What follows belongs to an exercise in optimizing a design on an open flow for small area; a production flow would make more cautious choices.
Only simulation tests tie the RTL to the original design; equivalence was not proved.
Power is estimated from default activity; no workload was simulated.

== build 57 ==
## pm_frame_sync
module pm_frame_sync (
    input  wire        clk,
    input  wire        rst,
    input  wire        start,
    input  wire [15:0] magic,
    output wire        busy,
    output wire        rd_valid,
    output wire [2:0]  err,
    output wire [15:0] rd0,
    output wire [15:0] rd1,
    output wire [15:0] rd2,
    output wire [15:0] rd3,
    output wire [15:0] rd4,
    output wire [15:0] rd5,
    output wire [7:0]  nf,
    input  wire [6:0]  f_idx,
    output wire [15:0] f_data,
    output wire        bs_req,
    input  wire        bs_valid,
    input  wire [7:0]  bs_data,
    input  wire        bs_timeout,
    input  wire        bs_closed
);
    localparam integer FMAX = 128;
    localparam [1:0] P_IDLE    = 2'd0,
                     P_SYNC    = 2'd1,
                     P_LEN     = 2'd2,
                     P_PAYLOAD = 2'd3;
    localparam [2:0] E_NONE      = 3'd0,
                     E_TIMEOUT   = 3'd1,
                     E_MALFORMED = 3'd2,
                     E_SHORT     = 3'd3,
                     E_TOOLARGE  = 3'd4,
                     E_TRANSPORT = 3'd5;
    reg [1:0]  phase;
    reg [2:0]  err_r;
    reg        rd_valid_r;
    reg [15:0] mreg;
    reg        m1;         
    reg        big;        
    reg        len8;       
    reg [8:0]  cnt;        
    wire [8:0] len  = {len8, mreg[7:0]};
    wire [7:0] hold = mreg[15:8];
    reg [15:0] f [0:FMAX-1];
    assign bs_req = (phase != P_IDLE);
    wire got_byte    = bs_req && bs_valid;
    wire got_timeout = bs_req && !bs_valid && bs_timeout;
    wire got_closed  = bs_req && !bs_valid && !bs_timeout && bs_closed;
    wire [8:0] cnt_next = cnt + 9'd1;
    wire [8:0] len_next = {len8, bs_data};
    wire       f_we     = (phase == P_PAYLOAD) && got_byte && cnt[0];
    wire [15:0] f_wdata = {hold, bs_data};
    genvar w, b;
    generate
        for (w = 0; w < FMAX; w = w + 1) begin : g_f
            wire        we   = f_we && (cnt[7:1] == w);
            wire        keep = ~we;
            wire [15:0] nxt;
            for (b = 0; b < 16; b = b + 1) begin : g_b
                pm_hold u_h (.we(we), .d(f_wdata[b]), .keep(keep), .q(f[w][b]), .y(nxt[b]));
            end
  ...
Size: ~5700 cells after synthesis, about 160 I/O pins, about 72000 um^2 of cells after synthesis.
Settings: LEC_CHECK=0, CAP_MARGIN=20, CORE_MARGIN=2, CORE_UTILIZATION=70, CTS_BUF_LIST=sky130_fd_sc_hd__clkbuf_8, CTS_CLUSTER_DIAMETER=50, CTS_CLUSTER_SIZE=15, SETUP_SLACK_MARGIN=0.8, SLEW_MARGIN=20, SYNTH_HIERARCHICAL=1, SYNTH_MINIMUM_KEEP_SIZE=0; clock period 6.5 ns.
standard.sh (not shown) runs the stock make flow with config.mk's settings and CLKGATE_MAP_FILE= SYNTH_SCRIPT=/design/flow/synth_recipe.tcl, a recipe that flattens the netlist after the stock synthesis.
==> flow/flow/run.sh <==
#!/bin/bash
set -e
export CTS_ARGS="-sink_clustering_enable -repair_clock_nets -buf_list sky130_fd_sc_hd__clkbuf_8 -sink_clustering_size 15 -sink_clustering_max_diameter 50 -dont_use_dummy_load"
export BUFFER_PORTS_ARGS="-buffer_cell sky130_fd_sc_hd__buf_1"
bash standard.sh > standard.log 2>&1
Looking at the reports, build 57 completed the entire flow and the layout it produced met the timing, DRC and antenna checks.
--- input diff build 57..build 75 ---
Settings: changing CTS_CLUSTER_DIAMETER from 50 to 60; changing CORE_UTILIZATION from 70 to 60; removing SETUP_SLACK_MARGIN (formerly 0.8); changing CTS_CLUSTER_SIZE from 15 to 20; changing CTS_BUF_LIST from sky130_fd_sc_hd__clkbuf_8 to sky130_fd_sc_hd__clkbuf_8 sky130_fd_sc_hd__clkbuf_16.
==> flow/run.sh (new file) <==
#!/bin/bash
# synth_recipe.tcl (not shown) runs the flow's synth.tcl, then flattens the netlist and writes it again
# the make line also repeats each setting of config.mk as NAME=value (left out here)
make -C /OpenROAD-flow-scripts/flow DESIGN_CONFIG=/design/flow/config.mk WORK_HOME=/design/flow/orfs CLKGATE_MAP_FILE= SYNTH_SCRIPT=/design/flow/synth_recipe.tcl finish
removed: flow/flow/run.sh
removed: flow/standard.sh
==> comparison <==
Complete run, failing final checks: build 75, reason setup timing. In the metrics for build 75 and build 57, the one carrying the lower final area is build 57. Instance area after placement: build 75 higher than build 57. NOTE: relative slew slack in build 75 falls short of that of build 57. Looking at power dissipated in the clock network, build 75 sits above build 57.
Input changes introduced in build 20 (baseline for comparison: build 75):
Settings: CTS_CLUSTER_DIAMETER now 50, was 60; SETUP_SLACK_MARGIN now 0.4, previously not set; CTS_BUF_LIST now sky130_fd_sc_hd__clkbuf_8, was sky130_fd_sc_hd__clkbuf_8 sky130_fd_sc_hd__clkbuf_16; CORE_UTILIZATION now 75, was 60; CTS_CLUSTER_SIZE now 15, was 20.
--- outcome ---
Looking at the reports, build 20 completed the entire flow and the layout it produced met the timing, DRC and antenna checks. Compared with build 75, build 20 shows clock tree buffer count of the final layout that has gone up by more than 10%. Build 75 → build 20: longest individual stage delay on the worst path down 0.10 ns, met3 track demand over resource up 5.8 points.

re-timing with driven ports:
In the flow no input, the clock included, has a driving cell. The finished layouts below were timed again as built, in two steps. Step 1, drivers: a clkbuf_16 drives clk and a buf_2 each remaining input, both assumed. Step 2 moves the port delays by t, midway between the first and last clock arrival at a register: inputs arrive t later, outputs are due t later. That takes back most of the time a late clock gives input paths. Slacks: no drivers / after step 1 / after step 2; pairs: no drivers / after step 1.
run	t, ns	setup WS [ns]	hold slack, ns	clock arrival spread, ns
build 57	0.942	0.556 / 0.520 / 0.520	0.474 / 0.474 / 0.474	0.084 / 0.084
build 75	0.863	-0.240 / -0.350 / -0.350	0.472 / 0.472 / 0.472	0.035 / 0.035
build 20	1.002	0.229 / 0.154 / 0.154	0.476 / 0.476 / 0.476	0.047 / 0.047
The setup slack of build 75, which loses most, moves by -0.110 ns with the drivers and by -0.110 ns with both steps.
